This is an optimization exercise on Yosys and OpenROAD, whose aim is small area, a short achievable clock period and few clock cycles, not a production implementation. Function was checked by simulation only, so behaviour that the tests miss may differ from the original. Power and IR drop assume default switching activity.

==> design.v <==
module blind_chunk_rx (
    input  wire        clk,
    input  wire        rst,         
    input  wire        cmd_valid,
    input  wire [1:0]  cmd_op,
    input  wire [7:0]  cmd_data,
    output wire        cmd_ready,
    output reg         tok_valid,
    output wire [7:0]  tok_data,
    output reg         evt_valid,
    output reg  [3:0]  evt_code,
    output reg  [15:0] evt_a,
    output reg  [15:0] evt_b,
    output reg         dst_valid,
    output reg  [7:0]  dst_data,
    input  wire        dst_ready
);
    localparam integer CHUNK_MAX = 256;
    localparam integer IMG_CAP   = 16384;
    localparam [1:0] OP_BYTE = 2'd0, OP_START = 2'd1, OP_TIMEOUT = 2'd2, OP_ABORT = 2'd3;
    localparam [1:0] PH_OFF = 2'd0, PH_HDR = 2'd1, PH_PAY = 2'd2, PH_CHK = 2'd3;
    localparam [3:0] EV_STARTED  = 4'd0, EV_SIZE_ERR = 4'd1, EV_CHK_ERR  = 4'd2,
                     EV_IDX_ERR  = 4'd3, EV_CAP_ERR  = 4'd4, EV_CHUNK_OK = 4'd5,
                     EV_COMPLETE = 4'd6, EV_TIMEOUT  = 4'd7, EV_ABORTED  = 4'd8,
                     EV_IGNORED  = 4'd9;
    function [7:0] crc8_step;
        input [7:0] a;
        input [7:0] b;
        integer i;
        reg [7:0] c;
        begin
            c = a ^ b;
            for (i = 0; i < 8; i = i + 1)
                c = c[7] ? ((c << 1) ^ 8'h07) : (c << 1);
            crc8_step = c;
        end
    endfunction
    reg        rdy;
    reg        m_full;
    reg [1:0]  m_op;
    reg [7:0]  m_dat;
    wire       go;              
    wire       fire = cmd_valid && rdy;
    wire       cpend_nx, wfull_nx, qfull_nx, pay_nx;
    assign cmd_ready = rdy;
    always @(posedge clk) begin
        if (rst) begin
            rdy    <= 1'b1;
            m_full <= 1'b0;
        end else begin
            rdy    <= !cpend_nx && !qfull_nx && !(wfull_nx && pay_nx);
            m_full <= rdy ? fire : (m_full && !go);
        end
        if (rdy) begin
            m_op  <= cmd_op;
            m_dat <= cmd_data;
        end
    end
    reg [1:0]  phase;
    reg [7:0]  cnt;             
    reg [16:0] expected;        
    reg [14:0] dlen;            
    reg [7:0]  chk_acc;         
    reg [15:0] idx;             
    reg        last_hi;         
    reg [7:0]  size_hi;
    reg [8:0]  size;            
    reg        last;            
    reg        idx_ok;          
    reg        cap_ok;          
    reg        cpend;           
    reg        tok_nack, tok_ack;
    assign tok_data = {3'b000, tok_nack, 1'b0, 1'b1, tok_ack, tok_nack};
    localparam integer RING_LEN = 258;    
    localparam integer QD       = 4;      
    localparam integer OF       = 8;     
    localparam integer OFB      = 3;      
    reg [8*RING_LEN-1:0] rb;              
    reg [RING_LEN-1:0]   rf;              
    wire [7:0]           g_byte = rb[8*(RING_LEN-1) +: 8];
    wire                 g_flag = rf[RING_LEN-1];
    reg [1:0]  wn;
    reg [7:0]  w0, w1;
    reg [QD-1:0] qv;                      
    reg [QD-1:0] qtype;
    reg [8:0]  qcnt [0:QD-1];
    reg [8:0]  flush;                     
    reg        flushing;                  
    reg [8:0]  blk;                       
    reg        blocked;                   
    reg        wrapped;                   
    reg        nval;                      
    reg [8:0]  npos;                      
    wire q_full = qv[QD-1];
    wire w_full = (wn == 2'd2);
    wire is_byte = (m_op == OP_BYTE);
    wire in_pay  = is_byte && phase == PH_PAY;
    assign go    = m_full && !cpend && !q_full && !(in_pay && w_full);
    wire b_hdr = go && is_byte && phase == PH_HDR;
    wire b_pay = go && in_pay;
    wire b_chk = go && is_byte && phase == PH_CHK;
    wire b_off = go && is_byte && phase == PH_OFF;
    wire o_start = go && m_op == OP_START;
    wire o_tmo   = go && m_op == OP_TIMEOUT && phase != PH_OFF;
    wire o_abort = go && m_op == OP_ABORT   && phase != PH_OFF;
    wire        hdr_end  = (cnt[2:0] == 3'd6);
    wire        sz_big   = (size_hi > 8'd1) || (size_hi == 8'd1 && m_dat != 8'd0);
    wire        sz_zero  = (size_hi == 8'd0) && (m_dat == 8'd0);
    wire [8:0]  size9    = {size_hi[0], m_dat};
    wire [15:0] dlen_cap = {1'b0, dlen} + {7'd0, size9};
    wire [8:0]  cnt_inc  = {1'b0, cnt} + 9'd1;
    wire        pay_end  = (cnt_inc == size);
    wire        chk_ok   = (chk_acc == m_dat);
    wire [16:0] idx_inc  = {1'b0, idx} + 17'd1;
    wire        accept   = b_chk && chk_ok && idx_ok && cap_ok;
    wire        e_size   = b_hdr && hdr_end && sz_big;
    wire        e_chk    = b_chk && !chk_ok;
    wire        e_idx    = b_chk && chk_ok && !idx_ok;
    wire        e_cap    = b_chk && chk_ok && idx_ok && !cap_ok;
    assign cpend_nx = accept && last;
    assign pay_nx   = (b_hdr && hdr_end && !sz_big && !sz_zero) ||
                      (phase == PH_PAY && !(go && !is_byte) && !(b_pay && pay_end));
    always @(posedge clk) begin
        if (rst) begin
            phase    <= PH_OFF;
            cnt      <= 8'd0;
            expected <= 17'd0;
            dlen     <= 15'd0;
            cpend    <= 1'b0;
        end else begin
            cpend  <= cpend_nx;
            if (o_start) begin
                phase    <= PH_HDR;
                cnt      <= 8'd0;
                expected <= 17'd0;
                dlen     <= 15'd0;
            end
            if (o_tmo) begin
                phase <= PH_HDR;
                cnt   <= 8'd0;
            end
            if (o_abort)
                phase <= PH_OFF;
            if (b_hdr) begin
                if (hdr_end) begin
                    cnt  <= 8'd0;
                    if (!sz_big)
                        phase <= sz_zero ? PH_CHK : PH_PAY;
                end else begin
                    cnt <= cnt_inc[7:0];
                end
            end
            if (b_pay) begin
                if (pay_end) begin
                    phase <= PH_CHK;
                    cnt   <= 8'd0;
                end else begin
                    cnt <= cnt_inc[7:0];
                end
            end
            if (b_chk)
                phase <= (accept && !last) || e_chk || e_idx ? PH_HDR : PH_OFF;
            if (accept) begin
                dlen     <= dlen + {6'd0, size};
                expected <= expected + 17'd1;
            end
        end
    end
    always @(posedge clk) begin
        if (b_hdr) begin
            chk_acc <= crc8_step((cnt[2:0] == 3'd0) ? 8'h00 : chk_acc, m_dat);
            if (cnt[2:0] == 3'd1) idx[15:8] <= m_dat;
            if (cnt[2:0] == 3'd2) idx[7:0]  <= m_dat;
            if (cnt[2:0] == 3'd3) last_hi   <= (idx_inc[16:8] == {1'b0, m_dat});
            if (cnt[2:0] == 3'd4) last      <= last_hi && (idx_inc[7:0] == m_dat);
            if (cnt[2:0] == 3'd5) size_hi   <= m_dat;
            if (hdr_end) begin
                size   <= size9;
                idx_ok <= ({1'b0, idx} == expected);
                cap_ok <= (dlen_cap <= IMG_CAP);
            end
        end
        if (b_pay)
            chk_acc <= chk_acc ^ m_dat;
    end
    always @(posedge clk) begin
        if (rst) begin
            tok_valid <= 1'b0;
            evt_valid <= 1'b0;
        end else begin
            tok_valid <= o_tmo || e_size || e_chk || e_idx || accept;
            evt_valid <= cpend || o_start || o_tmo || o_abort || b_off ||
                         e_size || e_chk || e_idx || e_cap || accept;
        end
        tok_nack <= !accept;
        tok_ack  <= accept;
        evt_code <= cpend   ? EV_COMPLETE :
                    o_start ? EV_STARTED  :
                    o_tmo   ? EV_TIMEOUT  :
                    o_abort ? EV_ABORTED  :
                    b_off   ? EV_IGNORED  :
                    e_size  ? EV_SIZE_ERR :
                    e_chk   ? EV_CHK_ERR  :
                    e_idx   ? EV_IDX_ERR  :
                    e_cap   ? EV_CAP_ERR  : EV_CHUNK_OK;
        evt_a <= ({16{cpend}}           & {1'b0, dlen})
               | ({16{o_tmo}}           & {14'd0, phase})
               | ({16{b_off}}           & {8'd0, m_dat})
               | ({16{e_size}}          & {size_hi, m_dat})
               | ({16{e_chk}}           & {8'd0, chk_acc})
               | ({16{e_idx || accept}} & idx)
               | ({16{e_cap}}           & {1'b0, dlen});
        evt_b <= ({16{o_tmo}}           & {8'd0, cnt})
               | ({16{e_chk}}           & {8'd0, m_dat})
               | ({16{e_idx}}           & expected[15:0])
               | ({16{e_cap || accept}} & {7'd0, size});
    end
    wire [8:0] att_bytes = (phase == PH_PAY) ? {1'b0, cnt} : (phase == PH_CHK) ? size : 9'd0;
    wire       att_fail  = e_chk || e_idx || e_cap || o_tmo || o_abort || o_start;
    wire       q_push    = (accept && size != 9'd0) || (att_fail && att_bytes != 9'd0);
    wire       q_ptype   = accept;
    wire [8:0] q_pcnt    = accept ? size : att_bytes;
    wire       out_free  = !dst_valid || dst_ready;
    reg  [7:0]     oq [0:OF-1];           
    reg  [OFB-1:0] oq_wp, oq_rp;
    reg  [OFB:0]   oq_n;
    reg            oq_room;               
    reg            oq_any;                
    wire           oq_take = out_free && oq_any;
    wire       g_live    = g_flag && !flushing;
    wire       g_seg     = g_live && !blocked && qv[0];
    wire       g_drop    = g_seg && !qtype[0];
    wire       g_out     = g_seg && qtype[0] && oq_room;
    wire       g_keep    = g_live && !g_drop && !g_out;
    wire       g_newest  = nval && npos == RING_LEN - 1;
    wire       q_pop     = (g_drop || g_out) && qcnt[0] == 9'd1;
    wire       land      = wn != 2'd0 && !rf[1] && !rf[0] && !g_keep && !wrapped;
    wire [1:0] wn_nx = wn + {1'b0, b_pay} - {1'b0, land};
    assign qfull_nx = q_pop ? (qv[QD-1] && q_push) : (qv[QD-1] || (qv[QD-2] && q_push));
    wire [OFB:0] oq_n_nx = oq_n + {{OFB{1'b0}}, g_out} - {{OFB{1'b0}}, oq_take};
    assign wfull_nx = (wn_nx == 2'd2);
    integer i;
    always @(posedge clk) begin
        rb <= {rb[8*(RING_LEN-1)-1:16], land ? w0 : rb[15:8], rb[7:0], g_byte};
        if (rst) begin
            rf        <= {rf[RING_LEN-2:2], 3'b000};
            flush     <= RING_LEN - 3;
            flushing  <= 1'b1;
            blk       <= 9'd0;
            blocked   <= 1'b0;
            wrapped   <= 1'b0;
            nval      <= 1'b0;
            wn        <= 2'd0;
            qv        <= {QD{1'b0}};
            dst_valid <= 1'b0;
            oq_n      <= 0;
            oq_room   <= 1'b1;
            oq_any    <= 1'b0;
            oq_wp     <= 0;
            oq_rp     <= 0;
        end else begin
            rf <= {rf[RING_LEN-2:2], land || rf[1], rf[0], g_keep};
            if (flushing) begin
                flush    <= flush - 9'd1;
                flushing <= (flush != 9'd1);
            end
            if (blocked) begin
                blk     <= blk - 9'd1;
                blocked <= (blk != 9'd1);
            end else if (g_keep) begin
                blk     <= RING_LEN - 1;
                blocked <= 1'b1;
            end
            if (land) begin
                nval <= 1'b1;
                npos <= 9'd2;
            end else if (g_newest) begin
                nval <= g_keep;
                npos <= 9'd0;
            end else begin
                npos <= npos + 9'd1;
            end
            if (g_newest)
                wrapped <= 1'b0;
            else if (g_keep)
                wrapped <= 1'b1;
            wn <= wn_nx;
            if (q_pop)
                qv <= {1'b0, qv[QD-1:1]} | ({QD{q_push}} & (qv & ~{1'b0, qv[QD-1:1]}));
            else if (q_push)
                qv <= {qv[QD-2:0], 1'b1};
            oq_n    <= oq_n_nx;
            oq_room <= (oq_n_nx != OF);
            oq_any  <= (oq_n_nx != 0);
            oq_wp <= oq_wp + {{(OFB-1){1'b0}}, g_out};
            oq_rp <= oq_rp + {{(OFB-1){1'b0}}, oq_take};
            if (out_free)
                dst_valid <= oq_any;
        end
        if (g_out)
            oq[oq_wp] <= g_byte;
        if (oq_take)
            dst_data <= oq[oq_rp];
        if (land) begin
            w0 <= (wn == 2'd2) ? w1 : m_dat;
            if (b_pay) w1 <= m_dat;
        end else if (b_pay) begin
            if (wn == 2'd0) w0 <= m_dat;
            else            w1 <= m_dat;
        end
        if (q_pop) begin
            for (i = 0; i < QD - 1; i = i + 1) begin
                qtype[i] <= qtype[i+1];
                qcnt[i]  <= qcnt[i+1];
            end
        end else if (g_drop || g_out) begin
            qcnt[0] <= qcnt[0] - 9'd1;
        end
        for (i = 0; i < QD; i = i + 1) begin
            if (q_push && (q_pop ? (qv[i] && (i == QD - 1 || !qv[i+1]))
                                 : (!qv[i] && (i == 0 || qv[i-1])))) begin
                qtype[i] <= q_ptype;
                qcnt[i]  <= q_pcnt;
            end
        end
    end
endmodule
==> flow/run.sh <==
#!/bin/bash
# Layout flow: the standard ORFS flow, unchanged, except that repair_timing
# aims for 6 ns of setup slack (a 3 ns target) instead of 0.
set -euo pipefail
export SETUP_SLACK_MARGIN=6
bash standard.sh > standard.log 2>&1
==> standard.sh <==
#!/bin/bash
# synth_recipe.tcl (not shown) runs the flow's synth.tcl, then flattens the netlist and writes it again
# the make line also repeats each setting of config.mk as NAME=value (left out here)
make -C /OpenROAD-flow-scripts/flow DESIGN_CONFIG=/design/flow/config.mk WORK_HOME=/design/flow/orfs CLKGATE_MAP_FILE= SYNTH_SCRIPT=/design/flow/synth_recipe.tcl "${@:-finish}"
==> config.mk <==
export PLATFORM = sky130hd
export DESIGN_NAME = blind_chunk_rx
export DESIGN_NICKNAME = blind_chunk_rx
export VERILOG_FILES = /design/flow/design.v
export SDC_FILE = /design/flow/constraint.sdc
export NUM_CORES = 4
export LEC_CHECK = 0
export CAP_MARGIN = 30
export CORE_MARGIN = 2
export CORE_UTILIZATION = 65
export CTS_CLUSTER_DIAMETER = 60
export CTS_CLUSTER_SIZE = 20
export SLEW_MARGIN = 20
==> constraint.sdc <==
create_clock -name core_clock -period 9.0 [get_ports {clk}]
set_input_delay 1.8000 -clock core_clock [delete_from_list [all_inputs] [get_ports {clk}]]
set_output_delay 1.8000 -clock core_clock [all_outputs]
set_load 0.01 [all_outputs]
==> flow_summary.yaml, run 1 <==
finish:
  syn_to_final_growth_pct: 11.7
  diodes: 0
  drive_above_1_share_pct: 11.5
  multi_input_area_um2: 7070
  fillCellCount: 5658
  layout_common_cells: "dfxtp_1 (2412), edfxtp_1 (192), clkbuf_16 (169), nand2_1 (156), nor2_1 (122)"
  layout_commonest_cell: "dfxtp_1"
  seqCellArea_um2: 54800
  final_net_count: 4020
synthesis:
  synth_warnings: 4
  syn_avg_cell_area_um2: 16.5
  yosys.area_share.xor_xnor_pct: 1.65
  synth_top_family_by_area: "simple AND/OR/NAND/NOR gates"
  synth_seq_cells: 2640
  yosys.area_share.adder_pct: 0.982
  yosysSeqAreaShare_pct: 88.1
  synth_edf_count: 192
  synth-simple-area-share_pct: 4.27
  synth_ff_type: "dfxtp_1"
  ys_types: 77
  synth_cells: 3769
  synth.mux.area_fraction_pct: 1.60
  async_flop_share_pct: 0
  synth_compound_gate_area_share_pct: 2.42
  syn_area_um2: 62100
global_route:
  grt_max_degree: 77
  antenna_found_initial: 2
  grt_overflow: 0
  grt_usage_pct: 19.4
  grt_pass1_vias: 26890
  grt_first_pass_wirelength_mm: 150
job:
  max_cap_viol_count: 0
die:
  dieArea_um2: 98100
  core_area_um2: 94900
  num_io_pins: 70
  die_w_um: 313
  rows: 113
  dieHeight_um: 313
  start_util_pct: 65.5
timing:
  fin_skew_ns: 0.0262
  setup_tns_ns: 0
  period_needed_ns: 3.22
  finalCritPeriodShare_pct: 35.8
  maxSlewViolCount: 0
  hold_viol_final: 0
  grt_setup_unrepaired: "yes"
  tightest_slew_ns: 1.02
  slew_headroom_pct: 31.5
  setup_violations: 0
  fmax_mhz: 311
worst_setup_path:
  cp.buffers_inverters: 1
  critPathLaunchType: "flip-flop"
  crit_arrival_ns: 1.42
  critical-path-slowest-cell: "edfxtp_1"
  cp_top_family: "flip-flops"
  crit_type: "reg -> out"
  max_stage_delay_ns: 0.49
  worst-path-max-fanout: 1
  end_kind: "output pin"
  cp_data_required_time_ns: 7.20
  crit_path_cell_trace: "buf_6"
clock_tree:
  cts_buffers: 163
  tritoncts: "yes"
  path_clk_slew_ns: 0.07
  clkSinkCount: 2640
  clk_latency_ns: 0.76
  htreeDepth: 4
  postCtsHoldBufs: 0
  cts_buffer_depth: 3
  cts_root_buffer: "clkbuf_16"
min_path:
  holdCritPathClass: "reg -> reg"
pwr:
  leakage_nw: 27.0
  powerDensity_nw_per_um2: 297
  ir_worst_vdd_v: 0.000263
  p_total_mw: 20.6
drt:
  vias_per_cell: 4.88
  drc: 0
  drt_iter0_drc: 1776
  dr.pass1.iters: 7
  num_vias: 25731
  detail-route-antenna-nets: 0
  totalWireLength_mm: 92.4
  wire_per_inst_um: 17.5
place:
  io_buffer_count: 64
  hpwl_mm: 49.4
  gp_congestion: 0.849
status:
  status: "no timing/DRC/antenna violations"
## through the flow
| step | cell area, um^2 | std cells | setup slack, ns | hold slack, ns | util (%) |
|---|---|---|---|---|---|
| after floorplan | 62200 | 3772 | 5.52 | 0.310 | - |
| after detailed placement | 64100 | 5035 | 4.50 | 0.312 | 67.6 |
| after global routing | 69400 | 5275 | 5.72 | 0.313 | 73.1 |
| final | 69400 | 5275 | 5.78 | 0.310 | 73.1 |
| after global placement | 64100 | 5033 | 4.51 | 0.310 | 67.6 |
| after CTS | 69000 | 5259 | 5.70 | 0.297 | 72.7 |
## worst reg2reg max path, cell delays in order, from the launching register on
cell	delay, ns
edfxtp_1	0.42
buf_12	0.18
xor2_1	0.19
or4_4	0.59
or4_4	0.61
nor2_2	0.21
nand3_2	0.14
or3_1	0.37
a21oi_1	0.16
## layout make-up
type	count	share of cell area [%]
multi-input cells	1011	10.2
well taps	1265	2.28
clock buffers	184	6.24
clock inverters	32	0.644
repair buffers	103	1.39
inverters	40	0.251
flip-flops and latches	2640	79.0
## per-layer routing
metal  vias up  wire length [um]  GRT usage (%)
li1      12656                 -              -
met5         -                 0              0
met1     12362             43300           27.2
met2       537             42800           30.7
met3       176              3970           3.57
met4         0              2330           6.57
## cells in the mapped netlist (11+ instances only)
cell	n	area [um^2]
clkbuf_1	56	210
mux2_2	45	507
o21ai_0	38	190
xnor2_1	64	561
mux4_2	16	360
nand2_1	159	597
o211ai_1	13	97.6
nand3_1	50	250
xor2_1	53	464
a21oi_1	77	385
and3_1	20	125
dfxtp_1	2448	49000
nand4_1	13	81.3
and2_1	15	93.8
a21o_1	11	82.6
mux2i_1	13	130
inv_1	38	143
nor3_1	30	150
nor4_1	20	125
nand2b_1	18	113
edfxtp_1	192	5770
nor2b_1	27	169
a31oi_1	14	87.6
ha_1	44	551
or3_1	11	68.8
a222oi_1	19	190
nor2_1	127	477
## sequential cells by signal, indices dropped and copies added (netlist names), 8 cells and up
name,count
rb,2064
rf,258
oq,64
qcnt,36
expected,17
evt_a,16
evt_b,16
idx,16
dlen,15
blk,9
flush,9
npos,9
size,9
chk_acc,8
cnt,8
dst_data,8
m_dat,8
size_hi,8
w0,8
w1,8
## kinds of logic (layout without fill, tap and decap cells)
group,Yosys count,after routing
muxes,74,74
adders and majority gates,47,47
DFF,2640,2640
and+or+nand+nor,537,539
AOI/OAI and AO/OA,229,229
xor gates and xnor gates,117,117
buffers and inverters,123,359
other,2,5
## power by group
| part | switching (mW) | internal (mW) | total [mW] |
|---|---|---|---|
| logic | 0.220 | 0.160 | 0.380 |
| registers | 0.289 | 12.7 | 13.0 |
| clock network | 3.68 | 3.52 | 7.20 |
| total | 4.19 | 16.4 | 20.6 |
## path summary, 6_finish.rpt
path,start,to,slack (ns),cells after the start
min,rb[1248],rb[1256],0.31,0
min reg2reg,rb[1248],rb[1256],0.31,0
max,dst_data[5],dst_data[5],5.78,1
max reg2reg,m_dat[1],expected[16],6.06,8
## what timing repair did
item	CTS	global route
gates cloned	1	1
pin swaps	4	11
endpoints found under the setup margin	183	136
buffers inserted	7	15
resized for setup	294	69
endpoints found under the hold margin	0	0
Testbench counts, summed over its fixed seeds: cycles 57,647.
==> run 2: changes to the inputs <==
--- a/design.v
+++ b/design.v
@@ -51,7 +51,7 @@
             rdy    <= !cpend_nx && !qfull_nx && !(wfull_nx && pay_nx);
             m_full <= rdy ? fire : (m_full && !go);
         end
-        if (rdy) begin
+        if (!m_full || go) begin
             m_op  <= cmd_op;
             m_dat <= cmd_data;
         end
@@ -73,6 +73,7 @@
     assign tok_data = {3'b000, tok_nack, 1'b0, 1'b1, tok_ack, tok_nack};
     localparam integer RING_LEN = 258;    
     localparam integer QD       = 4;      
+    localparam integer LAND_MAX = 15;     
     localparam integer OF       = 8;     
     localparam integer OFB      = 3;      
     reg [8*RING_LEN-1:0] rb;              
@@ -81,6 +82,8 @@
     wire                 g_flag = rf[RING_LEN-1];
     reg [1:0]  wn;
     reg [7:0]  w0, w1;
+    reg        w0_first, w1_first;        
+    reg        tail_ok;                   
     reg [QD-1:0] qv;                      
     reg [QD-1:0] qtype;
     reg [8:0]  qcnt [0:QD-1];
@@ -88,7 +91,6 @@
     reg        flushing;                  
     reg [8:0]  blk;                       
     reg        blocked;                   
-    reg        wrapped;                   
     reg        nval;                      
     reg [8:0]  npos;                      
     wire q_full = qv[QD-1];
@@ -234,22 +236,28 @@
     wire       g_keep    = g_live && !g_drop && !g_out;
     wire       g_newest  = nval && npos == RING_LEN - 1;
     wire       q_pop     = (g_drop || g_out) && qcnt[0] == 9'd1;
-    wire       land      = wn != 2'd0 && !rf[1] && !rf[0] && !g_keep && !wrapped;
+    wire [8:0] l_pos     = w0_first ? 9'd2 : npos;
+    wire       l_near    = (l_pos >= 9'd2) && (l_pos <= LAND_MAX);
+    wire       l_free    = !rf[l_pos[3:0] - 4'd1];
+    wire       land      = wn != 2'd0 && l_near && l_free && (!w0_first || tail_ok);
     wire [1:0] wn_nx = wn + {1'b0, b_pay} - {1'b0, land};
     assign qfull_nx = q_pop ? (qv[QD-1] && q_push) : (qv[QD-1] || (qv[QD-2] && q_push));
     wire [OFB:0] oq_n_nx = oq_n + {{OFB{1'b0}}, g_out} - {{OFB{1'b0}}, oq_take};
     assign wfull_nx = (wn_nx == 2'd2);
     integer i;
     always @(posedge clk) begin
-        rb <= {rb[8*(RING_LEN-1)-1:16], land ? w0 : rb[15:8], rb[7:0], g_byte};
+        rb <= {rb[8*(RING_LEN-1)-1:0], g_byte};
+        for (i = 2; i <= LAND_MAX; i = i + 1)
+            if (land && l_pos == i)
+                rb[8*i +: 8] <= w0;
         if (rst) begin
             rf        <= {rf[RING_LEN-2:2], 3'b000};
             flush     <= RING_LEN - 3;
             flushing  <= 1'b1;
             blk       <= 9'd0;
             blocked   <= 1'b0;
-            wrapped   <= 1'b0;
             nval      <= 1'b0;
+            tail_ok   <= 1'b1;
             wn        <= 2'd0;
             qv        <= {QD{1'b0}};
             dst_valid <= 1'b0;
@@ -259,7 +267,10 @@
             oq_wp     <= 0;
             oq_rp     <= 0;
         end else begin
-            rf <= {rf[RING_LEN-2:2], land || rf[1], rf[0], g_keep};
+            rf <= {rf[RING_LEN-2:0], g_keep};
+            for (i = 2; i <= LAND_MAX; i = i + 1)
+                if (land && l_pos == i)
+                    rf[i] <= 1'b1;
             if (flushing) begin
                 flush    <= flush - 9'd1;
                 flushing <= (flush != 9'd1);
@@ -271,19 +282,21 @@
                 blk     <= RING_LEN - 1;
                 blocked <= 1'b1;
             end
+            if (land)
+                tail_ok <= (l_pos == 9'd2);
+            else if (g_newest && !g_keep)
+                tail_ok <= 1'b1;
+            else if (rf[1])
+                tail_ok <= nval && npos == 9'd1;
             if (land) begin
                 nval <= 1'b1;
-                npos <= 9'd2;
+                npos <= l_pos;
             end else if (g_newest) begin
                 nval <= g_keep;
                 npos <= 9'd0;
             end else begin
                 npos <= npos + 9'd1;
             end
-            if (g_newest)
-                wrapped <= 1'b0;
-            else if (g_keep)
-                wrapped <= 1'b1;
             wn <= wn_nx;
             if (q_pop)
                 qv <= {1'b0, qv[QD-1:1]} | ({QD{q_push}} & (qv & ~{1'b0, qv[QD-1:1]}));
@@ -302,11 +315,20 @@
         if (oq_take)
             dst_data <= oq[oq_rp];
         if (land) begin
-            w0 <= (wn == 2'd2) ? w1 : m_dat;
-            if (b_pay) w1 <= m_dat;
+            w0       <= (wn == 2'd2) ? w1 : m_dat;
+            w0_first <= (wn == 2'd2) ? w1_first : (cnt == 8'd0);
+            if (b_pay) begin
+                w1       <= m_dat;
+                w1_first <= (cnt == 8'd0);
+            end
         end else if (b_pay) begin
-            if (wn == 2'd0) w0 <= m_dat;
-            else            w1 <= m_dat;
+            if (wn == 2'd0) begin
+                w0       <= m_dat;
+                w0_first <= (cnt == 8'd0);
+            end else begin
+                w1       <= m_dat;
+                w1_first <= (cnt == 8'd0);
+            end
         end
         if (q_pop) begin
             for (i = 0; i < QD - 1; i = i + 1) begin
==> run 2 against run 1 <==
Still clean on timing, DRC and antenna. Area after synthesis up 3.2%. Worst setup slack worse by 0.44 ns. Die area up 3.1%. Hold slack worse by 0.0019 ns.
==> flow_summary.yaml, run 2 <==
synthesis:
  synth_top_cell_by_area: "dfxtp_1"
  synth_warnings: 4
  syn_avg_cell_area_um2: 16.3
  synth.area.top_cells: "dfxtp_1 (76%), edfxtp_1 (9.1%), mux2_2 (2.8%), ha_1 (0.96%), xnor2_1 (0.85%)"
  synth_commonest_cells: "dfxtp_1 (2448), edfxtp_1 (194), mux2_2 (159)"
  ys_types: 82
  synth_ff_type: "dfxtp_1"
  synth_edf_count: 194
  yosys.area.top_type_share_pct: 76.4
  synth_cells: 3933
  syn_area_um2: 64100
  async_flop_share_pct: 0
  synth_seq_cells: 2642
  synthMostInstantiatedCell: "dfxtp_1"
  yosysSeqAreaShare_pct: 85.5
worst_setup_path:
  critPathLaunchType: "flip-flop"
  cp_data_required_time_ns: 9.64
  rr_worst_depth: 17
  crit_arrival_ns: 4.30
  r2r_end: "rdy"
  end_kind: "flip-flop"
  reg2reg_slack_ns: 5.34
  crit_type: "reg -> reg"
  worst-path-max-fanout: 4
  r2r_start: "w0_first"
finish:
  largestRegisters: "rb (2064), rf (258), oq (64)"
  largest_register: "rb"
  layout_common_cells: "dfxtp_1 (2415), edfxtp_1 (194), clkbuf_16 (166), nor2_1 (116)"
  layout_commonest_cell: "dfxtp_1"
  final_net_count: 4211
  largest_reg_flops: 2064
  syn_to_final_growth_pct: 12.4
  diodes: 0
  drive_above_1_share_pct: 15.2
pwr:
  p_int_mw: 15.8
  switchingPower_mw: 4.18
  powerDensity_nw_per_um2: 277
  switching_share_pct: 21.0
  leakage_nw: 28.2
  pwr-share-comb_pct: 4.0
  power_frac_seq_pct: 61.0
  ir_worst_vdd_v: 0.000215
  clkPwrFrac_pct: 35.0
timing:
  fmax_mhz: 273
  finalCritPeriodShare_pct: 40.6
  maxSlewViolCount: 0
  setup_violations: 0
  hold_viol_final: 0
  fin_ws_ns: 5.34
  period_needed_ns: 3.66
  tightest_slew_ns: 0.992
  setup_tns_ns: 0
  grt_setup_unrepaired: "yes"
  fin_skew_ns: 0.0440
  slew_headroom_pct: 33.7
clock_tree:
  clkSinkCount: 2642
  path_clk_slew_ns: 0.08
  cts_buffers: 158
  cts_root_buffer: "clkbuf_16"
  tritoncts: "yes"
  cts_buffer_depth: 3
  clk_latency_ns: 0.78
  postCtsHoldBufs: 0
  htreeDepth: 4
die:
  dieArea_um2: 101000
  num_io_pins: 70
  core_area_um2: 98100
  start_util_pct: 65.3
  dieHeight_um: 318
  rows: 115
  die_w_um: 318
global_route:
  gr-usage-met3_pct: 3.47
  antenna_found_initial: 1
  grt_max_degree: 66
  grt_overflow: 0
  grt_usage_pct: 19.3
  use_met1_pct: 27.2
  grt_first_pass_wirelength_mm: 156
  grtUsageMet2_pct: 30.3
  grt_pass1_vias: 28460
  busiest_layer: "met2"
drt:
  detail-route-antenna-nets: 0
  drc: 0
  num_vias: 27534
  vias_per_cell: 5.03
  drt_iter0_drc: 2002
  dr.pass1.iters: 5
  totalWireLength_mm: 97.0
  wire_per_inst_um: 17.7
min_path:
  holdCritPathClass: "reg -> reg"
  hold_start: "rf[30]"
  hold_end: "rf[31]"
  holdPathStages: 0
place:
  hpwl_mm: 53.2
  io_buffer_count: 64
  gp_congestion: 0.860
  dp_slack_ns: 4.26
job:
  max_cap_viol_count: 0
status:
  status: "no timing/DRC/antenna violations"
run 2: final cells by class:
type | count | area [um^2]
Sequential cell | 2642 | 54900
Fill cell | 5910 | 26100
Multi-Input combinational cell | 1148 | 9290
Clock buffer | 177 | 4140
Tap cell | 1287 | 1610
Timing Repair Buffer | 147 | 1490
Clock inverter | 30 | 453
Inverter | 47 | 198
Timing Repair inverter | 1 | 7.51
run 2: kinds of logic (layout without fill, tap and decap cells):
family,after synthesis,count (layout),synth area share (%)
other,2,5,0.0117
and+or+nand+nor,515,522,4.34
AOI/OAI and AO/OA,249,249,2.60
muxes,204,204,3.89
adders and majority gates,52,52,1.05
buffers and inverters,153,402,0.989
xor gates and xnor gates,116,116,1.61
DFF,2642,2642,85.5
run 2: worst max path at each step:
| stage | slack, ns | cells past startpoint | start | endpoint |
|---|---|---|---|---|
| final | 5.34 | 17 | w0_first | rdy |
| after global routing | 5.18 | 17 | w0_first | rdy |
| after CTS | 5.40 | 17 | w0_first | rdy |
| after detailed placement | 4.26 | 10 | npos[0] | w0[4] |
| after global placement | 4.57 | 10 | npos[0] | w0_first |
| after floorplan | 5.15 | 18 | w0_first | rdy |
run 2: stage by stage:
stage	hold slack, ns	utilization (%)	power, mW	instance area (um^2)	instances
2_1_floorplan	0.310	-	12.8	64300	3936
3_3_place_gp	0.310	67.5	12.9	66200	5199
3_5_place_dp	0.312	67.5	13.0	66200	5201
4_1_cts	0.304	72.6	20.0	71200	5441
5_1_grt	0.314	73.4	20.6	72100	5479
6_report	0.308	73.4	20.0	72100	5479
run 2: critical path, cell delays in order, from the launching register on:
cell and delay [ns]:
edfxtp_1 0.43, buf_6 0.15, nor2b_4 0.19, inv_4 0.06, ha_4 0.29, mux4_2 0.30
mux2i_1 0.19, mux2i_1 0.14, a2111oi_4 0.20, buf_4 0.19, inv_4 0.04, ha_4 0.21
ha_4 0.16, xor2_2 0.18, xnor2_2 0.15, or3_4 0.40, a2111oi_4 0.19, nor4_1 0.09
run 2: power groups by stage:
stage          logic (mW)  registers (mW)  clock network [mW]
2_1_floorplan       0.453            12.4                   0
3_3_place_gp        0.488            12.5                   0
3_5_place_dp        0.524            12.5                   0
4_1_cts             0.640            12.2                7.19
5_1_grt             0.851            12.2                7.60
6_report            0.794            12.2                6.99
run 2: timing repair:
item,4_1_cts,5_1_grt
pin swaps,12,16
resized for setup,294,125
buffers inserted,27,29
setup endpoints to repair,355,307
cloned,6,6
run 2: routing by layer:
layer / up-vias / wire length, um
met5: - / 0
li1: 13437 / -
met1: 13274 / 45600
met3: 206 / 4680
met2: 617 / 44300
met4: 0 / 2460
Testbench counts of run 2, summed over its fixed seeds: cycles 57,647.
==> run 3: changes to the inputs <==
--- a/design.v
+++ b/design.v
@@ -236,10 +236,11 @@
     wire       g_keep    = g_live && !g_drop && !g_out;
     wire       g_newest  = nval && npos == RING_LEN - 1;
     wire       q_pop     = (g_drop || g_out) && qcnt[0] == 9'd1;
-    wire [8:0] l_pos     = w0_first ? 9'd2 : npos;
+    wire       l_dense   = nval && !w0_first;
+    wire [8:0] l_pos     = l_dense ? npos : 9'd2;
     wire       l_near    = (l_pos >= 9'd2) && (l_pos <= LAND_MAX);
     wire       l_free    = !rf[l_pos[3:0] - 4'd1];
-    wire       land      = wn != 2'd0 && l_near && l_free && (!w0_first || tail_ok);
+    wire       land      = wn != 2'd0 && l_near && l_free && (l_dense || tail_ok);
     wire [1:0] wn_nx = wn + {1'b0, b_pay} - {1'b0, land};
     assign qfull_nx = q_pop ? (qv[QD-1] && q_push) : (qv[QD-1] || (qv[QD-2] && q_push));
     wire [OFB:0] oq_n_nx = oq_n + {{OFB{1'b0}}, g_out} - {{OFB{1'b0}}, oq_take};
==> run 3 against run 2 <==
Still clean. Count of clock-buffer cells in the layout shrank 8. Total power grew 5.1%. Critical path depth shrank 2. Sequential share of layout area grew 0.11 points. Sequential power grew 7%. Final cell count rose by 0.80%. Non-clock buffer count fell by 22. Area after synthesis up 0.35%. Fmax increased by 11%. First-iteration DRC count grew 0.95%. Largest cell class unchanged. Largest power group unchanged.
==> flow_summary.yaml, run 3 <==
drt:
  detail-route-antenna-nets: 0
  dr.pass1.iters: 8
  drt_iter0_drc: 2021
  totalWireLength_mm: 101
  vias_per_cell: 5.06
  num_vias: 27954
  routed-wl-met3_mm: 4.28
  m1WireLength_mm: 46.7
  wire_per_inst_um: 18.3
  top_layer: "met4"
  drc: 0
  wl_met2_mm: 47.5
finish:
  largest_register: "rb"
  drive_above_1_share_pct: 14.8
  syn_to_final_growth_pct: 11.8
  seqCellArea_um2: 54900
  largest_reg_flops: 2064
  layout_common_cells: "dfxtp_1 (2416), edfxtp_1 (194), clkbuf_16 (162), nand2_1 (145), mux2_2 (122)"
  layout_commonest_cell: "dfxtp_1"
  utilization_pct: 73.2
  largestRegisters: "rb (2064), rf (258), oq (64)"
  final_net_count: 4254
  diodes: 0
  fillCellCount: 5853
  multi_input_area_um2: 9550
clock_tree:
  cts_root_buffer: "clkbuf_16"
  tritoncts: "yes"
  cts_buffers: 160
  cts_buffer_depth: 3
  path_clk_slew_ns: 0.08
  clk_latency_ns: 0.76
  postCtsHoldBufs: 0
  clkSinkCount: 2642
  htreeDepth: 4
synthesis:
  ys_types: 88
  synth_compound_gate_area_share_pct: 2.92
  synth_warnings: 4
  yosys.area_share.xor_xnor_pct: 1.60
  synthMostInstantiatedCell: "dfxtp_1"
  synth_cells: 3988
  synth_ff_type: "dfxtp_1"
  synth_edf_count: 194
  syn_area_um2: 64300
  synth.mux.area_fraction_pct: 3.77
  yosys.area_share.adder_pct: 1.05
  synth_top_cell_by_area: "dfxtp_1"
  async_flop_share_pct: 0
  synth-simple-area-share_pct: 4.40
  synth_seq_cells: 2642
  yosys.area.top_type_share_pct: 76.2
  synth_top_family_by_area: "simple AND/OR/NAND/NOR gates"
  synth.area.top_cells: "dfxtp_1 (76%), edfxtp_1 (9.1%), mux2_2 (2.1%), ha_1 (0.95%), nand2_1 (0.88%)"
  synth_commonest_cells: "dfxtp_1 (2448), edfxtp_1 (194), nand2_1 (150)"
  syn_avg_cell_area_um2: 16.1
  yosysSeqAreaShare_pct: 85.2
worst_setup_path:
  reg2reg_slack_ns: 5.72
  crit_arrival_ns: 3.92
  cp.depth: 15
  crit_path_cell_trace: "and2b_2, nand2_4, inv_4, ha_4, xor2_2, mux4_2, and2_4, o21ai_4, ha_4, ha_4, xor2_2, xnor2_1, nor2_1, nor4b_4, nor3_1"
  worst-path-max-fanout: 5
  r2r_start: "w0_first"
  critical-path-slowest-cell: "mux4_2"
  critPathLaunchType: "flip-flop"
  end_kind: "flip-flop"
  setup.worst_path.end: "rdy"
  cpMostUsedCell: "ha_4"
  cp.buffers_inverters: 1
  cp_data_required_time_ns: 9.64
  cp_top_family: "simple AND/OR/NAND/NOR gates"
  r2r_end: "rdy"
  max_stage_delay_ns: 0.51
  crit_type: "reg -> reg"
  rr_worst_depth: 15
  cp-startpoint: "w0_first"
timing:
  maxSlewViolCount: 0
  hold_viol_final: 0
  period_needed_ns: 3.28
  tightest_slew_ns: 0.905
  fin_skew_ns: 0.0252
  setup_violations: 0
  setup_tns_ns: 0
  grt_setup_unrepaired: "yes"
  slew_headroom_pct: 39.4
  fmax_mhz: 305
  finalCritPeriodShare_pct: 36.5
global_route:
  grt_first_pass_wirelength_mm: 161
  grt_max_degree: 68
  grt_pass1_vias: 29093
  grt_usage_pct: 20.0
  antenna_found_initial: 0
  grt_overflow: 0
status:
  status: "no timing/DRC/antenna violations"
die:
  rows: 115
  dieHeight_um: 319
  dieArea_um2: 102000
  die_w_um: 319
  num_io_pins: 70
  core_area_um2: 98300
  start_util_pct: 65.5
pwr:
  leakage_nw: 27.9
  ir_worst_vdd_v: 0.000259
  powerDensity_nw_per_um2: 291
place:
  gp_congestion: 0.871
  io_buffer_count: 64
  hpwl_mm: 54.7
min_path:
  holdCritPathClass: "reg -> reg"
job:
  max_cap_viol_count: 0
[run 3: cell types whose count changed after synthesis, moves of 12 or more]
cell and change:
a211oi_1 +12, a21oi_1 -17, mux2_1 +25, mux2_2 -37
mux2i_1 +13, nand2_1 +32, nand3_1 +16, nor2_4 +12
nor2b_1 -12, o211ai_1 +14
[run 3: final cells by class]
class	instances	share of cell area, %
Clock buffer	169	5.65
Multi-Input combinational cell	1214	13.3
Tap cell	1287	2.24
Sequential cell	2642	76.3
Clock inverter	41	0.676
Inverter	45	0.257
Timing Repair Buffer	125	1.64
[run 3: through the flow]
step / total power, mW / hold WS (ns) / cell area, um^2 / setup slack [ns] / cells
floorplan: 13.7 / 0.310 / 64500 / 5.53 / 3991
CTS: 21.0 / 0.315 / 71200 / 5.65 / 5490
finish: 21.0 / 0.312 / 72000 / 5.72 / 5523
global placement: 14.0 / 0.310 / 66300 / 4.61 / 5252
global route: 21.7 / 0.319 / 72000 / 5.54 / 5523
detailed placement: 14.0 / 0.312 / 66300 / 4.57 / 5253
[run 3: kinds of logic after synthesis]
logic type / Yosys count
flops: 2642
simple gates: 548
compound gates: 278
mux: 202
buf+inv: 150
xor+xnor: 114
fa+ha+maj: 52
other cells: 2
[run 3: routing by layer]
| metal | GRT usage (%) | vias to the layer above |
|---|---|---|
| met1 | 27.7 | 13480 |
| met4 | 6.99 | 0 |
| li1 | - | 13626 |
| met2 | 32.0 | 639 |
| met3 | 3.66 | 209 |
| met5 | 0 | - |
[run 3: what timing repair did]
item / in CTS / in global routing
gates cloned: 4 / 12
endpoints found under the setup margin: 327 / 252
buffers inserted: 23 / 19
resized for setup: 289 / 112
pin swaps: 16 / 25
[run 3: how the worst min path moves through the flow]
stage	startpoint	endpoint	slack [ns]	cells past startpoint
3_5_place_dp	rb[1295]	rb[1303]	0.31	0
4_1_cts	rb[1393]	rb[1401]	0.32	0
6_report	rb[259]	rb[267]	0.31	0
2_1_floorplan	rb[992]	rb[1000]	0.31	0
5_1_grt	rb[1009]	rb[1017]	0.32	0
3_3_place_gp	rb[570]	rb[578]	0.31	0
[run 3: worst register-to-register path, cell delays in order (launching register included)]
cell and delay, ns:
edfxtp_1 0.41, and2b_2 0.28, nand2_4 0.07, inv_4 0.07
ha_4 0.17, xor2_2 0.17, mux4_2 0.51, and2_4 0.18
o21ai_4 0.23, ha_4 0.24, ha_4 0.16, xor2_2 0.14
xnor2_1 0.13, nor2_1 0.12, nor4b_4 0.21, nor3_1 0.07
[run 3: power by group]
group / internal (mW) / switching [mW] / total [mW] / leakage [nW]
clock network: 3.31 / 3.68 / 6.99 / 2.24
logic: 0.478 / 0.388 / 0.866 / 4.27
registers: 12.7 / 0.398 / 13.1 / 21.4
total: 16.5 / 4.46 / 21.0 / 27.9
Testbench counts of run 3, summed over its fixed seeds: cycles 57,647.
==> run 4: changes to the inputs <==
--- a/design.v
+++ b/design.v
@@ -81,8 +81,8 @@
     wire [7:0]           g_byte = rb[8*(RING_LEN-1) +: 8];
     wire                 g_flag = rf[RING_LEN-1];
     reg [1:0]  wn;
-    reg [7:0]  w0, w1;
-    reg        w0_first, w1_first;        
+    reg [7:0]  w0, w1, w2;
+    reg        w0_first, w1_first, w2_first;    
     reg        tail_ok;                   
     reg [QD-1:0] qv;                      
     reg [QD-1:0] qtype;
@@ -94,7 +94,8 @@
     reg        nval;                      
     reg [8:0]  npos;                      
     wire q_full = qv[QD-1];
-    wire w_full = (wn == 2'd2);
+    wire w_full = (wn == 2'd3);
+    reg [15:0] npos_oh;                   
     wire is_byte = (m_op == OP_BYTE);
     wire in_pay  = is_byte && phase == PH_PAY;
     assign go    = m_full && !cpend && !q_full && !(in_pay && w_full);
@@ -236,20 +237,21 @@
     wire       g_keep    = g_live && !g_drop && !g_out;
     wire       g_newest  = nval && npos == RING_LEN - 1;
     wire       q_pop     = (g_drop || g_out) && qcnt[0] == 9'd1;
-    wire       l_dense   = nval && !w0_first;
-    wire [8:0] l_pos     = l_dense ? npos : 9'd2;
-    wire       l_near    = (l_pos >= 9'd2) && (l_pos <= LAND_MAX);
-    wire       l_free    = !rf[l_pos[3:0] - 4'd1];
-    wire       land      = wn != 2'd0 && l_near && l_free && (l_dense || tail_ok);
+    wire        l_dense  = nval && !w0_first;
+    wire [15:0] l_oh     = l_dense ? npos_oh : 16'd4;
+    wire        l_near   = |l_oh[LAND_MAX:2];
+    wire        l_free   = !(|(l_oh[LAND_MAX:2] & rf[LAND_MAX-1:1]));
+    wire        land     = wn != 2'd0 && l_near && l_free && (l_dense || tail_ok);
     wire [1:0] wn_nx = wn + {1'b0, b_pay} - {1'b0, land};
+    wire       w_maybe_full = (wn == 2'd3) || (wn == 2'd2 && b_pay);
     assign qfull_nx = q_pop ? (qv[QD-1] && q_push) : (qv[QD-1] || (qv[QD-2] && q_push));
     wire [OFB:0] oq_n_nx = oq_n + {{OFB{1'b0}}, g_out} - {{OFB{1'b0}}, oq_take};
-    assign wfull_nx = (wn_nx == 2'd2);
+    assign wfull_nx = w_maybe_full;
     integer i;
     always @(posedge clk) begin
         rb <= {rb[8*(RING_LEN-1)-1:0], g_byte};
         for (i = 2; i <= LAND_MAX; i = i + 1)
-            if (land && l_pos == i)
+            if (land && l_oh[i])
                 rb[8*i +: 8] <= w0;
         if (rst) begin
             rf        <= {rf[RING_LEN-2:2], 3'b000};
@@ -258,6 +260,7 @@
             blk       <= 9'd0;
             blocked   <= 1'b0;
             nval      <= 1'b0;
+            npos_oh   <= 16'd0;
             tail_ok   <= 1'b1;
             wn        <= 2'd0;
             qv        <= {QD{1'b0}};
@@ -270,7 +273,7 @@
         end else begin
             rf <= {rf[RING_LEN-2:0], g_keep};
             for (i = 2; i <= LAND_MAX; i = i + 1)
-                if (land && l_pos == i)
+                if (land && l_oh[i])
                     rf[i] <= 1'b1;
             if (flushing) begin
                 flush    <= flush - 9'd1;
@@ -284,19 +287,22 @@
                 blocked <= 1'b1;
             end
             if (land)
-                tail_ok <= (l_pos == 9'd2);
+                tail_ok <= l_oh[2];
             else if (g_newest && !g_keep)
                 tail_ok <= 1'b1;
             else if (rf[1])
                 tail_ok <= nval && npos == 9'd1;
             if (land) begin
-                nval <= 1'b1;
-                npos <= l_pos;
+                nval    <= 1'b1;
+                npos    <= l_dense ? npos : 9'd2;
+                npos_oh <= l_oh;
             end else if (g_newest) begin
-                nval <= g_keep;
-                npos <= 9'd0;
+                nval    <= g_keep;
+                npos    <= 9'd0;
+                npos_oh <= 16'd1;
             end else begin
-                npos <= npos + 9'd1;
+                npos    <= npos + 9'd1;
+                npos_oh <= {npos_oh[14:0], 1'b0};
             end
             wn <= wn_nx;
             if (q_pop)
@@ -316,20 +322,13 @@
         if (oq_take)
             dst_data <= oq[oq_rp];
         if (land) begin
-            w0       <= (wn == 2'd2) ? w1 : m_dat;
-            w0_first <= (wn == 2'd2) ? w1_first : (cnt == 8'd0);
-            if (b_pay) begin
-                w1       <= m_dat;
-                w1_first <= (cnt == 8'd0);
-            end
-        end else if (b_pay) begin
-            if (wn == 2'd0) begin
-                w0       <= m_dat;
-                w0_first <= (cnt == 8'd0);
-            end else begin
-                w1       <= m_dat;
-                w1_first <= (cnt == 8'd0);
-            end
+            w0 <= w1;  w0_first <= w1_first;
+            w1 <= w2;  w1_first <= w2_first;
+        end
+        if (b_pay) begin
+            if (wn_nx == 2'd1) begin w0 <= m_dat; w0_first <= (cnt == 8'd0); end
+            if (wn_nx == 2'd2) begin w1 <= m_dat; w1_first <= (cnt == 8'd0); end
+            if (wn_nx == 2'd3) begin w2 <= m_dat; w2_first <= (cnt == 8'd0); end
         end
         if (q_pop) begin
             for (i = 0; i < QD - 1; i = i + 1) begin
==> run 4 against run 3 <==
Still clean on timing, DRC and antenna. Flip-flop and latch count increased by 25. Synthesized cell count is 1.5% higher. Final cell count rose by 1.1%. Critical endpoint is now dst_data[7]. Largest cell class unchanged. Highest routed layer unchanged.
==> flow_summary.yaml, run 4 <==
worst_setup_path:
  crit_type: "reg -> out"
  r2r_end: "w1[4]"
  cp_data_required_time_ns: 7.20
  max_stage_delay_ns: 0.46
  critical-path-slowest-cell: "edfxtp_1"
  crit_arrival_ns: 1.41
  reg2reg_slack_ns: 6.00
  cp.buffers_inverters: 1
  crit_path_cell_trace: "buf_2"
  critPathLaunchType: "flip-flop"
  rr_worst_depth: 18
  r2r_start: "npos_oh[15]"
  cp_top_family: "flip-flops"
  end_kind: "output pin"
  worst-path-max-fanout: 1
min_path:
  holdCritPathClass: "reg -> reg"
  holdPathStages: 0
  hold_end: "rb[242]"
  hold_start: "rb[234]"
finish:
  fillCellCount: 6173
  final_area_um2: 72300
  largestRegisters: "rb (2064), rf (258), oq (64)"
  drive_above_1_share_pct: 12.6
  largest_reg_flops: 2064
  layout_common_cells: "dfxtp_1 (2452), edfxtp_1 (185), clkbuf_16 (169), nand2_1 (146), nor2_1 (111)"
  final_net_count: 4301
  diodes: 0
  utilization_pct: 73.3
  layout_commonest_cell: "dfxtp_1"
  syn_to_final_growth_pct: 11.6
  largest_register: "rb"
drt:
  drt_iter0_drc: 1535
  wire_per_inst_um: 16.0
  detail-route-antenna-nets: 0
  drc: 0
  num_vias: 27436
  dr.pass1.iters: 7
  totalWireLength_mm: 89.2
  vias_per_cell: 4.92
synthesis:
  synth_cells: 4046
  synth_top_cell_by_area: "dfxtp_1"
  async_flop_share_pct: 0
  syn_area_um2: 64700
  synth-simple-area-share_pct: 4.47
  synth.mux.area_fraction_pct: 3.68
  synth_edf_count: 185
  yosysSeqAreaShare_pct: 85.3
  synthMostInstantiatedCell: "dfxtp_1"
  yosys.area_share.xor_xnor_pct: 1.58
  synth_ff_type: "dfxtp_1"
  synth.area.top_cells: "dfxtp_1 (77%), edfxtp_1 (8.6%), mux2_1 (1.3%), mux2_2 (1.1%), xnor2_1 (0.96%)"
  synth_seq_cells: 2667
  synth_warnings: 4
  yosys.area_share.adder_pct: 0.924
  synth_compound_gate_area_share_pct: 3.06
  synth_top_family_by_area: "simple AND/OR/NAND/NOR gates"
  ys_types: 88
  yosys.area.top_type_share_pct: 76.7
  synth_commonest_cells: "dfxtp_1 (2482), edfxtp_1 (185), nand2_1 (163)"
  syn_avg_cell_area_um2: 16.0
die:
  dieHeight_um: 320
  core_area_um2: 98600
  start_util_pct: 65.7
  num_io_pins: 70
  rows: 115
  dieArea_um2: 102000
  die_w_um: 320
place:
  post_dp_cell_area_um2: 66800
  io_buffer_count: 64
  gp_congestion: 0.886
  hpwl_mm: 49.7
pwr:
  powerDensity_nw_per_um2: 293
  ir_worst_vdd_v: 0.000287
  leakage_nw: 28.5
global_route:
  grt_usage_pct: 17.7
  grt_overflow: 0
  grt_first_pass_wirelength_mm: 144
  grt_max_degree: 85
  grt_pass1_vias: 27121
  antenna_found_initial: 2
timing:
  fin_skew_ns: 0.0305
  period_needed_ns: 3.21
  grt_setup_unrepaired: "yes"
  tightest_slew_ns: 0.889
  hold_viol_final: 0
  fmax_mhz: 312
  maxSlewViolCount: 0
  setup_tns_ns: 0
  finalCritPeriodShare_pct: 35.7
  slew_headroom_pct: 40.5
  setup_violations: 0
clock_tree:
  path_clk_slew_ns: 0.08
  cts_buffer_depth: 3
  htreeDepth: 4
  clk_latency_ns: 0.77
  cts_root_buffer: "clkbuf_16"
  postCtsHoldBufs: 0
  cts_buffers: 162
  tritoncts: "yes"
  clkSinkCount: 2667
status:
  status: "no timing/DRC/antenna violations"
job:
  max_cap_viol_count: 0
## run 4: cell types whose count changed after synthesis, sizes merged, moves of 18 or more
| cell | delta |
|---|---|
| o21bai | +19 |
| nor2 | -18 |
| o21ai | +48 |
| nand2 | +24 |
| dfxtp | +34 |
## run 4: repair_timing
item                       4_1_cts  5_1_grt
setup buffers                   14       27
gates resized for setup        273      102
pin swaps                       15       20
cloned                           4        3
setup endpoints to repair      187      208
## run 4: logic make-up (layout without fill, tap and decap cells)
| logic type | count (synthesis) | count (layout) |
|---|---|---|
| AO/OA/AOI/OAI | 311 | 311 |
| XOR/XNOR | 117 | 117 |
| adder cells (fa/ha/maj) | 46 | 46 |
| buffers and inverters | 144 | 386 |
| flip-flops | 2667 | 2667 |
| multiplexers | 198 | 198 |
| other | 2 | 5 |
| AND/OR/NAND/NOR | 561 | 565 |
## run 4: per-layer routing
metal	wire length, um	share of wire [%]	global-route usage, %	vias to the layer above
met5	0	0	0	-
met4	2460	2.8	6.94	0
met3	3540	4.0	3.30	188
met2	38200	43	26.1	483
met1	45000	50	26.0	13010
li1	-	-	-	13755
## run 4: layout make-up
type                            count  area (um^2)  area share (%)
Inverter                           41          196           0.272
Timing Repair inverter              1         5.00         0.00693
Clock buffer                      184         4290            5.94
Sequential cell                  2667        55300            76.5
Tap cell                         1287         1610            2.23
Clock inverter                     34          425           0.589
Timing Repair Buffer              126         1110            1.54
Multi-Input combinational cell   1242         9330            12.9
## run 4: worst max path at each step
stage | depth (start not counted) | slack, ns | startpoint | endpoint
2_1_floorplan | 10 | 5.52 | dst_ready | oq_any
3_5_place_dp | 11 | 4.55 | dst_ready | oq_any
3_3_place_gp | 11 | 4.57 | dst_ready | oq_any
5_1_grt | 1 | 5.71 | dst_data[7] | dst_data[7]
6_report | 1 | 5.79 | dst_data[7] | dst_data[7]
4_1_cts | 1 | 5.67 | dst_data[4] | dst_data[4]
## run 4: where the power goes
part           leakage [nW]  internal, mW  switching (mW)  total, mW
sequential             21.6          12.8           0.357       13.2
combinational          4.55         0.450           0.404      0.855
clock                  2.31          3.50            3.64       7.14
total                  28.5          16.8            4.40       21.2
## run 4: stage by stage
stage	instances	hold WS (ns)	power [mW]	setup WS [ns]
finish	5582	0.304	21.2	5.79
global route	5582	0.307	22.0	5.71
CTS	5552	0.307	21.3	5.67
detailed placement	5316	0.312	14.2	4.55
global placement	5316	0.310	14.1	4.57
floorplan	4049	0.310	13.9	5.52
Testbench counts of run 4, summed over its fixed seeds: cycles 57,647.
==> run 5: changes to the inputs <==
--- a/design.v
+++ b/design.v
@@ -73,7 +73,7 @@
     assign tok_data = {3'b000, tok_nack, 1'b0, 1'b1, tok_ack, tok_nack};
     localparam integer RING_LEN = 258;    
     localparam integer QD       = 4;      
-    localparam integer LAND_MAX = 15;     
+    localparam integer LAND_MAX = 8;      
     localparam integer OF       = 8;     
     localparam integer OFB      = 3;      
     reg [8*RING_LEN-1:0] rb;              
@@ -223,13 +223,14 @@
     wire       q_push    = (accept && size != 9'd0) || (att_fail && att_bytes != 9'd0);
     wire       q_ptype   = accept;
     wire [8:0] q_pcnt    = accept ? size : att_bytes;
-    wire       out_free  = !dst_valid || dst_ready;
-    reg  [7:0]     oq [0:OF-1];           
+    reg  [7:0]     oq [0:OF-1];
     reg  [OFB-1:0] oq_wp, oq_rp;
     reg  [OFB:0]   oq_n;
     reg            oq_room;               
-    reg            oq_any;                
-    wire           oq_take = out_free && oq_any;
+    reg            oq_one;                
+    wire           oq_any  = (oq_n != 0);           
+    wire           oq_take = oq_any && dst_ready;
+    wire [OFB-1:0] oq_rp1  = oq_rp + 1'b1;
     wire       g_live    = g_flag && !flushing;
     wire       g_seg     = g_live && !blocked && qv[0];
     wire       g_drop    = g_seg && !qtype[0];
@@ -246,6 +247,7 @@
     wire       w_maybe_full = (wn == 2'd3) || (wn == 2'd2 && b_pay);
     assign qfull_nx = q_pop ? (qv[QD-1] && q_push) : (qv[QD-1] || (qv[QD-2] && q_push));
     wire [OFB:0] oq_n_nx = oq_n + {{OFB{1'b0}}, g_out} - {{OFB{1'b0}}, oq_take};
+    wire         oq_dry  = oq_take ? oq_one : !oq_any;
     assign wfull_nx = w_maybe_full;
     integer i;
     always @(posedge clk) begin
@@ -267,7 +269,7 @@
             dst_valid <= 1'b0;
             oq_n      <= 0;
             oq_room   <= 1'b1;
-            oq_any    <= 1'b0;
+            oq_one    <= 1'b0;
             oq_wp     <= 0;
             oq_rp     <= 0;
         end else begin
@@ -311,16 +313,14 @@
                 qv <= {qv[QD-2:0], 1'b1};
             oq_n    <= oq_n_nx;
             oq_room <= (oq_n_nx != OF);
-            oq_any  <= (oq_n_nx != 0);
+            oq_one  <= (oq_n_nx == 1);
             oq_wp <= oq_wp + {{(OFB-1){1'b0}}, g_out};
             oq_rp <= oq_rp + {{(OFB-1){1'b0}}, oq_take};
-            if (out_free)
-                dst_valid <= oq_any;
+            dst_valid <= (oq_n_nx != 0);
         end
         if (g_out)
             oq[oq_wp] <= g_byte;
-        if (oq_take)
-            dst_data <= oq[oq_rp];
+        dst_data <= oq_dry ? g_byte : oq_take ? oq[oq_rp1] : oq[oq_rp];
         if (land) begin
             w0 <= w1;  w0_first <= w1_first;
             w1 <= w2;  w1_first <= w2_first;
--- a/config.mk
+++ b/config.mk
@@ -8,6 +8,6 @@
 export CAP_MARGIN = 30
 export CORE_MARGIN = 2
 export CORE_UTILIZATION = 65
-export CTS_CLUSTER_DIAMETER = 60
-export CTS_CLUSTER_SIZE = 20
+export CTS_CLUSTER_DIAMETER = 70
+export CTS_CLUSTER_SIZE = 25
 export SLEW_MARGIN = 20
==> run 5 against run 4 <==
Sequential share of layout area is 1.3 points higher. Global-route usage is 2.7 points higher. Flip-flop and latch count is 7 lower. Cell area is 2.0% lower. Register-to-register slack better by 0.02 ns. First-iteration DRC count is 29% higher. Core utilization is 1.1 points lower. Via count is 1.0% higher. Count of clock-buffer cells in the layout is 34 lower. Highest routed layer is now met5. Combinational power is 17% higher.
==> flow_summary.yaml, run 5 <==
synthesis:
  async_flop_share_pct: 0
  yosys.area.top_type_share_pct: 77.4
  syn_avg_cell_area_um2: 16.0
  synth_cells: 4010
  ys_types: 80
  synth_top_cell_by_area: "dfxtp_1"
  yosysSeqAreaShare_pct: 85.7
  synth_commonest_cells: "dfxtp_1 (2483), edfxtp_1 (177), nand2_1 (149)"
  synth_warnings: 4
  synthMostInstantiatedCell: "dfxtp_1"
  synth_edf_count: 177
  syn_area_um2: 64200
  synth_ff_type: "dfxtp_1"
  synth_seq_cells: 2660
  synth.area.top_cells: "dfxtp_1 (77%), edfxtp_1 (8.3%), mux2_2 (1.7%), mux4_2 (1.1%), ha_1 (0.88%)"
timing:
  tightest_slew_ns: 1.11
  setup_tns_ns: 0
  hold_viol_final: 0
  maxSlewViolCount: 0
  slew_headroom_pct: 24.1
  setup_violations: 0
  period_needed_ns: 3.10
  fmax_mhz: 322
  grt_setup_unrepaired: "yes"
  fin_skew_ns: 0.0245
  finalCritPeriodShare_pct: 34.5
drt:
  detail-route-antenna-nets: 0
  dr.pass1.iters: 6
  wire_per_inst_um: 18.5
  totalWireLength_mm: 101
  drt_iter0_drc: 1984
  drc: 0
  vias_per_cell: 5.05
  num_vias: 27724
global_route:
  gr-usage-met3_pct: 3.70
  busiest_layer: "met2"
  grtUsageMet2_pct: 31.5
  grt_usage_pct: 20.3
  grt_first_pass_wirelength_mm: 163
  use_met1_pct: 29.4
  grt_pass1_vias: 28751
  grt_overflow: 0
  antenna_found_initial: 4
  grt_max_degree: 88
finish:
  utilization_pct: 72.2
  syn_to_final_growth_pct: 10.3
  final_net_count: 4223
  largest_reg_flops: 2064
  seqCellArea_um2: 55100
  largest_register: "rb"
  multi_input_area_um2: 9060
  layout_common_cells: "dfxtp_1 (2433), edfxtp_1 (177), nand2_1 (143), nor2_1 (139), clkbuf_16 (135)"
  drive_above_1_share_pct: 12.7
  fillCellCount: 6020
  largestRegisters: "rb (2064), rf (258), oq (64)"
  layout_commonest_cell: "dfxtp_1"
die:
  dieArea_um2: 101000
  start_util_pct: 65.5
  num_io_pins: 70
  core_area_um2: 98100
  dieHeight_um: 318
  die_w_um: 318
  rows: 115
pwr:
  switchingPower_mw: 4.40
  switching_share_pct: 21.5
  powerDensity_nw_per_um2: 290
  clkPwrFrac_pct: 30.9
  leakage_nw: 27.5
  pwr-share-comb_pct: 4.9
  power_frac_seq_pct: 64.2
  ir_worst_vdd_v: 0.000236
  p_int_mw: 16.1
clock_tree:
  path_clk_slew_ns: 0.09
  clkSinkCount: 2660
  cts_root_buffer: "clkbuf_16"
  clk_latency_ns: 0.76
  cts_buffer_depth: 3
  postCtsHoldBufs: 0
  htreeDepth: 4
  tritoncts: "yes"
  cts_buffers: 131
place:
  gp_congestion: 0.845
  hpwl_mm: 55.4
  io_buffer_count: 64
min_path:
  holdCritPathClass: "reg -> reg"
worst_setup_path:
  cp_data_required_time_ns: 7.20
  cp_top_family: "flip-flops"
  crit_path_cell_trace: "buf_6"
  end_kind: "output pin"
  max_stage_delay_ns: 0.44
  crit_type: "reg -> out"
  crit_arrival_ns: 1.30
  worst-path-max-fanout: 3
  critPathLaunchType: "flip-flop"
  cp.buffers_inverters: 1
  critical-path-slowest-cell: "dfxtp_4"
  reg2reg_slack_ns: 6.02
status:
  status: "no timing/DRC/antenna violations"
job:
  max_cap_viol_count: 0
-- run 5: changes by cell type after synthesis, moves of 9 or more --
| cell | previous run | this run |
|---|---|---|
| nor2_1 | 113 | 148 |
| o21ai_0 | 93 | 69 |
| and3_1 | 23 | 33 |
| mux2_2 | 63 | 96 |
| nand2_4 | 9 | 0 |
| mux4_2 | 16 | 32 |
| mux2_1 | 72 | 0 |
| nand2b_1 | 23 | 13 |
| nand2_1 | 163 | 149 |
| a21oi_1 | 82 | 101 |
| o21bai_1 | 21 | 4 |
-- run 5: cell type report --
type                            count  area share [%]
Timing Repair Buffer              108            1.51
Sequential cell                  2660            77.8
Antenna cell                        1         0.00353
Clock inverter                     25           0.473
Inverter                           46           0.277
Timing Repair inverter              1          0.0124
Multi-Input combinational cell   1213            12.8
Clock buffer                      150            4.87
Tap cell                         1287            2.27
-- run 5: metrics by stage --
| stage | power [mW] | cell area (um^2) | hold WS (ns) | worst slack (ns) | std cells |
|---|---|---|---|---|---|
| after floorplan | 14.0 | 64500 | 0.310 | 5.51 | 4013 |
| after global placement | 14.2 | 66300 | 0.310 | 4.88 | 5279 |
| after detailed placement | 14.3 | 66300 | 0.312 | 4.86 | 5283 |
| after CTS | 20.6 | 70400 | 0.319 | 5.85 | 5467 |
| after global routing | 21.3 | 70800 | 0.328 | 5.84 | 5490 |
| final | 20.5 | 70800 | 0.317 | 5.90 | 5491 |
-- run 5: final timing paths --
path / from / to / depth (start not counted)
max: rdy / cmd_ready / 1
min reg2reg: rb[614] / rb[622] / 0
min: rb[614] / rb[622] / 0
max reg2reg: m_op[1] / w1[6] / 12
-- run 5: logic make-up (layout without fill, tap and decap cells) --
group	count (synthesis)	after routing	synth area share [%]
AND/OR/NAND/NOR	580	586	4.45
other	2	6	0.0117
XOR/XNOR	117	118	1.66
AO/OA/AOI/OAI	282	282	2.76
multiplexers	174	174	3.52
flip-flops	2660	2660	85.7
adder cells (fa/ha/maj)	48	48	0.970
buffers and inverters	147	330	0.955
-- run 5: routing by layer --
metal,vias up,part of all wire [%]
li1,13499,-
met1,13423,48
met2,630,45
met3,170,4.4
met4,2,2.3
met5,-,0.014
-- run 5: power groups by stage --
stage	sequential, mW	combinational (mW)	clock (mW)
2_1_floorplan	13.3	0.705	0
3_3_place_gp	13.4	0.853	0
3_5_place_dp	13.4	0.904	0
4_1_cts	13.2	0.963	6.50
5_1_grt	13.3	1.10	6.90
6_report	13.2	1.00	6.35
-- run 5: repair_timing --
item	CTS	global route
pin swaps	4	12
setup endpoints to repair	212	209
hold endpoints to repair	0	0
cloned	4	6
setup buffers	5	16
gates resized for setup	325	59
Testbench counts of run 5, summed over its fixed seeds: cycles 57,639.

-- static timing again, ports no longer ideal --
In the flow no input, the clock included, has a driving cell. The finished layouts below were timed again as built, in two steps.
Step 1: set_driving_cell puts a clkbuf_16 on clk and a buf_2 on each other input, an assumption about the parent block.
Step 2 moves the port delays by t, midway between the first and last clock arrival at a register: inputs arrive t later, outputs are due t later. That takes back most of the time a late clock gives input paths.
Slacks: ideal ports / drivers / drivers and shift; pairs: ideal ports / drivers.
run | shift t [ns] | slack for setup (ns) | latest minus earliest clock arrival (ns)
run 1 | 0.817 | 5.780 / 5.712 / 5.291 | 0.035 / 0.034
run 2 | 0.820 | 5.342 / 5.342 / 5.265 | 0.044 / 0.044
run 3 | 0.822 | 5.719 / 5.719 / 5.334 | 0.035 / 0.034
run 4 | 0.823 | 5.790 / 5.725 / 5.237 | 0.033 / 0.033
run 5 | 0.810 | 5.898 / 5.828 / 5.218 | 0.034 / 0.034
After both steps every run listed still meets setup and hold. The setup slack of run 5, which loses most, moves by -0.070 ns with the drivers and by -0.680 ns with both steps.
